Background: an optimization exercise with open tools, aiming at small area. Do not read the settings as production practice.
At most, simulation tests tie the RTL to the original design; equivalence was not proved.
Power and IR drop assume default switching activity.

==> quartz: inputs <==
// iolu_framer
module iolu_framer (
    input  wire        clk,
    input  wire        rst,
    input  wire [1:0]  cfg_bitrate,
    input  wire [7:0]  cfg_preop_pdout,
    input  wire [7:0]  cfg_preop_od,
    input  wire [7:0]  cfg_preop_pdin,
    input  wire [7:0]  cfg_op_pdout,
    input  wire [7:0]  cfg_op_od,
    input  wire [7:0]  cfg_op_pdin,
    input  wire        cmd_valid,
    input  wire [11:0] cmd,
    input  wire [63:0] cmd_ts,
    input  wire [63:0] cmd_te,
    output wire        oct_v,
    output wire        oct_dev,
    output wire [9:0]  oct_idx,
    output wire        msg_v,
    output wire        msg_kind,
    output wire [63:0] msg_t_start,
    output wire [63:0] msg_t_end,
    output wire        msg_valid,
    output wire [5:0]  msg_chk_calc,
    output wire [7:0]  msg_mc,
    output wire [7:0]  msg_ck,
    output wire [7:0]  msg_pd_len,
    output wire [7:0]  msg_od_len,
    output wire        drop,
    output wire        fatal,
    output wire [1:0]  fatal_stage,
    output wire [3:0]  fatal_code,
    output wire [15:0] fatal_info
);
clock: 14.0 ns
lec_check: 0
cap_margin: 20
core_margin: 2
core_utilization: 40
slew_margin: 20
buffer_ports_args: -buffer_cell sky130_fd_sc_hd__buf_1
cts_args: -sink_clustering_enable -repair_clock_nets -dont_use_dummy_load -buf_list {sky130_fd_sc_hd__clkbuf_4 sky130_fd_sc_hd__clkbuf_8}
standard.sh (not shown) runs the stock make flow with config.mk's settings and CLKGATE_MAP_FILE= SYNTH_SCRIPT=/design/flow/synth_recipe.tcl, a recipe that flattens the netlist after the stock synthesis.
==> flow/flow/run.sh <==
#!/bin/bash
# The standard ORFS layout (standard.sh) with three changes:
#  - synthesis maps the logic with an area-oriented ABC script (three rounds
#    of choice computation and area-oriented mapping) in place of ORFS's
#    speed script, and leaves adders to ABC instead of mapping them to
#    adder cells first; everything else in synthesis, including the
#    flip-flop mapping, is ORFS's own;
#  - the port buffers are made from the smallest buffer;
#  - clock tree synthesis uses small clock buffers and adds no dummy loads.
set -e
cat >> config.mk <<'CFG'
export BUFFER_PORTS_ARGS = -buffer_cell sky130_fd_sc_hd__buf_1
export CTS_ARGS = -sink_clustering_enable -repair_clock_nets -dont_use_dummy_load -buf_list {sky130_fd_sc_hd__clkbuf_4 sky130_fd_sc_hd__clkbuf_8}
CFG
# ORFS's scripts with only abc_speed.script replaced, for synthesis only
rm -rf synth_scripts
cp -r "$FLOW_HOME/scripts" synth_scripts
cp flow/abc_area3.script synth_scripts/abc_speed.script
bash standard.sh SCRIPTS_DIR="$PWD/synth_scripts" ADDER_MAP_FILE= synth > synth.log 2>&1
bash standard.sh > standard.log 2>&1
==> flow/flow/abc_area3.script <==
strash
&get -n
&st
&dch -f
&nf -a -R 1000
&st
&dch -f
&nf -a -R 1000
&st
&dch -f
&nf -a -R 1000
&put
topo
==> xenon (differences from quartz) <==
--- a/flow/design.v
+++ b/flow/design.v
@@ -65,26 +65,28 @@
             4'h0, 4'h2, 4'h3, 4'h5: illegal = (arg != 8'h00);
             4'h1:                   illegal = 1'b0;
             4'h4:                   illegal = (arg[7:2] != 6'd0);
             default:                illegal = 1'b1;
         endcase
     end
     wire [64:0] lt, bw;
-    wire [63:0] gap;            
+    wire [63:0] eq = ~(cmd_ts ^ le);         
+    wire [63:0] bg = ~cmd_ts & le;           
     assign lt[0] = 1'b0;
     assign bw[0] = 1'b0;
     genvar gi;
     generate
         for (gi = 0; gi < 64; gi = gi + 1) begin : g_chain
             assign lt[gi+1] = (cmd_te[gi] ^ cmd_ts[gi]) ? cmd_ts[gi] : lt[gi];
-            assign bw[gi+1] = (cmd_ts[gi] ^ le[gi])     ? le[gi]     : bw[gi];
-            assign gap[gi]  = cmd_ts[gi] ^ le[gi] ^ bw[gi];
+            assign bw[gi+1] = bg[gi] | (eq[gi] & bw[gi]);
         end
     endgenerate
     wire ts_lt_le = bw[64];
+    wire [11:0] dL      = ~eq[11:0] ^ bw[11:0];
+    wire        hi_zero = (eq[12] ^ bw[12]) & (&(eq[63:13] ^ bg[62:12]));
     reg [11:0] lim;
     always @(*) begin
         case ({st, cfg_bitrate})
             {ST_MASTER, 2'd1}: lim = 12'd208;
             {ST_MASTER, 2'd2}: lim = 12'd26;
             {ST_DRD,    2'd1}: lim = 12'd2080;
             {ST_DRD,    2'd2}: lim = 12'd260;
@@ -94,15 +96,15 @@
             {ST_DRD,    2'd0}, {ST_DRD,    2'd3}: lim = 12'd40;
             default:           lim = 12'd12;
         endcase
     end
     wire err_bitrate = (cfg_bitrate == 2'd0);
     wire err_order1  = lt[64];
     wire err_order2  = le_v & ts_lt_le;
-    wire restart     = (st != ST_IDLE) & ((|gap[63:12]) | (gap[11:0] > lim));
+    wire restart     = (st != ST_IDLE) & ~((dL <= lim) & hi_zero);
     wire       first_n  = st[0];             
     wire       is_dev_n = st[1] ^ st[0];     
     wire [8:0] nidx_n   = first_n ? 9'd0 : idx + 9'd1;
     wire       at_ckt_n = (st == ST_MASTER) & (idx == 9'd0);
     wire [1:0] mode = at_ckt_n ? arg[7:6] : ck[7:6];
     function [7:0] len_p;
         input [1:0] m;
==> flow/flow/run.sh (replaced) <==
#!/bin/bash
# The standard ORFS layout (standard.sh) with three changes:
#  - synthesis maps the logic with an area-oriented ABC script (three rounds
#    of choice computation and area-oriented mapping) in place of ORFS's
#    speed script; everything else in synthesis, including the flip-flop
#    mapping, is ORFS's own;
#  - the port buffers are made from the smallest buffer;
#  - clock tree synthesis uses small clock buffers and adds no dummy loads.
set -e
cat >> config.mk <<'CFG'
export BUFFER_PORTS_ARGS = -buffer_cell sky130_fd_sc_hd__buf_1
export CTS_ARGS = -sink_clustering_enable -repair_clock_nets -dont_use_dummy_load -buf_list {sky130_fd_sc_hd__clkbuf_4 sky130_fd_sc_hd__clkbuf_8}
CFG
# ORFS's scripts with only abc_speed.script replaced, for synthesis only
rm -rf synth_scripts
cp -r "$FLOW_HOME/scripts" synth_scripts
cp flow/abc_area3.script synth_scripts/abc_speed.script
bash standard.sh SCRIPTS_DIR="$PWD/synth_scripts" synth > synth.log 2>&1
bash standard.sh > standard.log 2>&1
CORE_UTILIZATION = 65   (was 40)
==> violet (differences from quartz) <==
==> flow/design.v (replaced) <==
module iolu_framer (
    input  wire        clk,
    input  wire        rst,
    input  wire [1:0]  cfg_bitrate,
    input  wire [7:0]  cfg_preop_pdout,
    input  wire [7:0]  cfg_preop_od,
    input  wire [7:0]  cfg_preop_pdin,
    input  wire [7:0]  cfg_op_pdout,
    input  wire [7:0]  cfg_op_od,
    input  wire [7:0]  cfg_op_pdin,
    input  wire        cmd_valid,
    input  wire [11:0] cmd,
    input  wire [63:0] cmd_ts,
    input  wire [63:0] cmd_te,
    output wire        oct_v,
    output wire        oct_dev,
    output wire [9:0]  oct_idx,
    output wire        msg_v,
    output wire        msg_kind,
    output wire [63:0] msg_t_start,
    output wire [63:0] msg_t_end,
    output wire        msg_valid,
    output wire [5:0]  msg_chk_calc,
    output wire [7:0]  msg_mc,
    output wire [7:0]  msg_ck,
    output wire [7:0]  msg_pd_len,
    output wire [7:0]  msg_od_len,
    output wire        drop,
    output wire        fatal,
    output wire [1:0]  fatal_stage,
    output wire [3:0]  fatal_code,
    output wire [15:0] fatal_info
);
    localparam [1:0] ST_MASTER = 2'b00;
    localparam [1:0] ST_DRD    = 2'b01;
    localparam [1:0] ST_DEVICE = 2'b10;
    localparam [1:0] ST_IDLE   = 2'b11;
    function [5:0] compress;
        input [7:0] x;
        begin
            compress[5] = x[7] ^ x[5] ^ x[3] ^ x[1];
            compress[4] = x[6] ^ x[4] ^ x[2] ^ x[0];
            compress[3] = x[7] ^ x[6];
            compress[2] = x[5] ^ x[4];
            compress[1] = x[3] ^ x[2];
            compress[0] = x[1] ^ x[0];
        end
    endfunction
    reg  [1:0]  st;
    reg         le_v;        
    reg  [63:0] le;          
    reg  [63:0] t0;          
    reg  [8:0]  idx;         
    reg  [7:0]  mc;          
    reg  [7:0]  ck;          
    reg  [5:0]  cs;          
    reg  [7:0]  pdl, odl;    
    reg         ov, dr;
    reg         ft, fs;
    reg  [11:0] fi;
    wire [3:0] op  = cmd[11:8];
    wire [7:0] arg = cmd[7:0];
    reg illegal;
    always @(*) begin
        case (op)
            4'h0, 4'h2, 4'h3, 4'h5: illegal = (arg != 8'h00);
            4'h1:                   illegal = 1'b0;
            4'h4:                   illegal = (arg[7:2] != 6'd0);
            default:                illegal = 1'b1;
        endcase
    end
    wire [64:0] dsub = {1'b0, cmd_ts} - {1'b0, le};
    wire [63:0] gap  = dsub[63:0];
    wire        ts_lt_le = dsub[64];
    reg [11:0] lim;
    always @(*) begin
        case ({st, cfg_bitrate})
            {ST_MASTER, 2'd1}: lim = 12'd208;
            {ST_MASTER, 2'd2}: lim = 12'd26;
            {ST_DRD,    2'd1}: lim = 12'd2080;
            {ST_DRD,    2'd2}: lim = 12'd260;
            {ST_DEVICE, 2'd1}: lim = 12'd624;
            {ST_DEVICE, 2'd2}: lim = 12'd78;
            {ST_MASTER, 2'd0}, {ST_MASTER, 2'd3}: lim = 12'd4;
            {ST_DRD,    2'd0}, {ST_DRD,    2'd3}: lim = 12'd40;
            default:           lim = 12'd12;
        endcase
    end
    wire err_bitrate = (cfg_bitrate == 2'd0);
    wire err_order1  = (cmd_te < cmd_ts);
    wire err_order2  = le_v & ts_lt_le;
    wire restart     = (st != ST_IDLE) & ((|gap[63:12]) | (gap[11:0] > lim));
    wire [1:0] cur    = restart ? ST_IDLE : st;
    wire       first  = cur[0];              
    wire       is_dev = cur[1] ^ cur[0];     
    wire [8:0] nidx   = first ? 9'd0 : idx + 9'd1;
    wire       at_ckt = ~is_dev & ~first & (idx == 9'd0);
    wire [1:0] mode = at_ckt ? arg[7:6] : ck[7:6];
    function [7:0] len_p;
        input [1:0] m;
        case (m)
            2'd1:    len_p = cfg_preop_pdout;
            2'd2:    len_p = cfg_op_pdout;
            default: len_p = 8'd0;
        endcase
    endfunction
    function [7:0] len_x;
        input [1:0] m;
        case (m)
            2'd0:    len_x = 8'd1;
            2'd1:    len_x = cfg_preop_od;
            2'd2:    len_x = cfg_op_od;
            default: len_x = 8'd0;
        endcase
    endfunction
    function [7:0] len_q;
        input [1:0] m;
        case (m)
            2'd1:    len_q = cfg_preop_pdin;
            2'd2:    len_q = cfg_op_pdin;
            default: len_q = 8'd0;
        endcase
    endfunction
    wire [7:0] a_len  = is_dev ? len_q(mode) : len_p(mode);
    wire [7:0] o_len  = (mc[7] == is_dev) ? len_x(mode) : 8'd0;
    wire [8:0] target = {1'b0, a_len} + {1'b0, o_len} + {8'd0, ~is_dev};
    wire       done   = (nidx == target);
    wire       err_mseq = at_ckt & (arg[7:6] == 2'd3);
    wire       chk_byte = at_ckt | (is_dev & done);
    wire [7:0] arg_m    = chk_byte ? {arg[7:6], 6'd0} : arg;
    wire [5:0] ncs      = (first ? compress(8'h52) : cs) ^ compress(arg_m);
    wire oct_err = err_bitrate | err_order1 | err_order2 | err_mseq;
    wire [1:0] oct_info = err_bitrate ? 2'd0 : err_order1 ? 2'd1 :
                          err_order2  ? 2'd2 : 2'd3;
    wire live   = cmd_valid & ~ft;
    wire is_oct = (op == 4'h1);
    wire take   = live & is_oct & ~oct_err;
    always @(posedge clk) begin
        pdl <= a_len;
        odl <= o_len;
    end
    always @(posedge clk) begin
        ov <= 1'b0;
        dr <= 1'b0;
        if (rst || (cmd_valid && cmd == 12'h500)) begin
            st   <= ST_IDLE;
            le_v <= 1'b0;
            ft   <= 1'b0;
            fs   <= 1'b0;
            fi   <= 12'd0;
        end else if (live) begin
            if (illegal) begin
                ft <= 1'b1;
                fs <= 1'b0;
                fi <= cmd;
            end else if (cmd == 12'h200) begin
                st   <= ST_IDLE;
                le_v <= 1'b0;
            end else if (is_oct) begin
                if (oct_err) begin
                    ft <= 1'b1;
                    fs <= 1'b1;
                    fi <= {10'd0, oct_info};
                end else begin
                    ov   <= 1'b1;
                    dr   <= restart;
                    st   <= {is_dev, done};
                    le_v <= 1'b1;
                    idx  <= nidx;
                    cs   <= ncs;
                end
            end
        end
    end
    always @(posedge clk) begin
        if (take) begin
            le <= cmd_te;
            if (first)
                t0 <= cmd_ts;
            if (cur == ST_IDLE)
                mc <= arg;
            if (chk_byte)
                ck <= arg;
        end
    end
    assign oct_v        = ov;
    assign oct_dev      = st[1];
    assign oct_idx      = {1'b0, idx};
    assign msg_v        = ov & st[0];
    assign msg_kind     = st[1];
    assign msg_t_start  = t0;
    assign msg_t_end    = le;
    assign msg_chk_calc = cs;
    assign msg_valid    = (cs == ck[5:0]);
    assign msg_mc       = mc;
    assign msg_ck       = ck;
    assign msg_pd_len   = pdl;
    assign msg_od_len   = odl;
    assign drop         = dr;
    assign fatal        = ft;
    assign fatal_stage  = {1'b0, fs};
    assign fatal_code   = fs ? {~(fi[1] & fi[0]), 1'b0, 1'b1, ~(fi[1] ^ fi[0])}
                             : {ft, ft, 2'b00};
    assign fatal_info   = {4'd0, fi};
endmodule
==> flow/run.sh (new file) <==
#!/bin/bash
# synth_recipe.tcl (not shown) runs the flow's synth.tcl, then flattens the netlist and writes it again
# the make line also repeats each setting of config.mk as NAME=value (left out here)
make -C /OpenROAD-flow-scripts/flow DESIGN_CONFIG=/design/flow/config.mk WORK_HOME=/design/flow/orfs CLKGATE_MAP_FILE= SYNTH_SCRIPT=/design/flow/synth_recipe.tcl finish
BUFFER_PORTS_ARGS = unset   (was -buffer_cell sky130_fd_sc_hd__buf_1)
CTS_ARGS = unset   (was -sink_clustering_enable -repair_clock_nets -dont_use_dummy_load -buf_list {sky130_fd_sc_hd__clkbuf_4 sky130_fd_sc_hd__clkbuf_8})
removed: flow/flow/run.sh
removed: flow/flow/abc_area3.script
removed: flow/standard.sh
==> qor summary <==
| quantity | xenon | violet | quartz |
|---|---|---|---|
| Total wire length after detailed routing | 28880 microns | 50970 microns | 49370 microns |
| Final worst-path setup slack | 2.138 ns | 1.420 ns | -5.148 ns |
| Headroom to the max-slew limit | 41.56% | 26.78% | 38.40% |
| Overall Global Routing Usage | 34.42% | 26.79% | 31.08% |
| Met1 routed wirelength after detailed routing | 10370 microns | 22330 microns | 16250 microns |
| Post-CTS Repair Setup Buffers | 0 | 0 | 292 |
| Met2 track demand over resource in global routing | 61.28% | 46.42% | 51.99% |
| Diode count | 0 | 0 | 4 |
| Result of the run | timing/DRC/antenna clean | timing/DRC/antenna clean | complete, but fails checks |
| Violated checks | - | - | negative setup slack |
| Tap cell count | 188 | 461 | 324 |
| Crit. path cell count | 59 | 40 | 122 |
| Clock-cell share of area | 1.965% | 3.135% | 1.480% |
| Transition at the pin with the smallest max-transition slack | 0.8545 ns | 1.096 ns | 0.9174 ns |
| Pwr/cell area | 86.42 mW/mm^2 | 74.54 mW/mm^2 | 76.83 mW/mm^2 |
| Total area of sequential cells | 0.005235 sq mm | 0.005475 sq mm | 0.005235 sq mm |
| Top cell type's share of synthesized area | 47.77% | 33.01% | 48.89% |
| Count of flip-flops and latches | 182 | 194 | 182 |
| Core Region | 0.01509 sq mm | 0.03557 sq mm | 0.02418 sq mm |
| DP Cell Count | 1452 | 2371 | 1722 |
| Power consumed by sequential cells | 0.000604 W | 0.000631 W | 0.000606 W |
| Total length of routed met3 wires | 2222 microns | 2902 microns | 7255 microns |
For quartz and violet, only the layout was checked, not whether the RTL still works.

## afterwards: timing with drivers on the ports
The flow's constraints put no driver on any port. The routed layouts listed below were extracted and timed again, unchanged, in two steps.
Step 1: set_driving_cell puts a clkbuf_16 on clk and a buf_2 on each other input, an assumption about the parent block.
Step 2 moves the port delays by t, midway between the first and last clock arrival at a register: inputs arrive t later, outputs are due t later. That takes back most of the time a late clock gives input paths.
Three values: ideal ports, drivers, drivers and shift; two values: the first two.
run	shift t [ns]	setup WS [ns]	worst setup path at the end	worst register clock-pin slew, ns	worst data-port slew with drivers (ns)
quartz	0.490	-5.148 / -5.169 / -5.659	input to register	0.12 / 0.12	0.19
xenon	0.502	2.138 / 2.159 / 1.658	input to register	0.10 / 0.10	0.07
violet	0.516	1.420 / 1.422 / 0.907	input to register	0.08 / 0.08	0.07
For violet, which loses most, drivers alone change the setup slack by +0.002 ns; drivers and shift together by -0.513 ns.
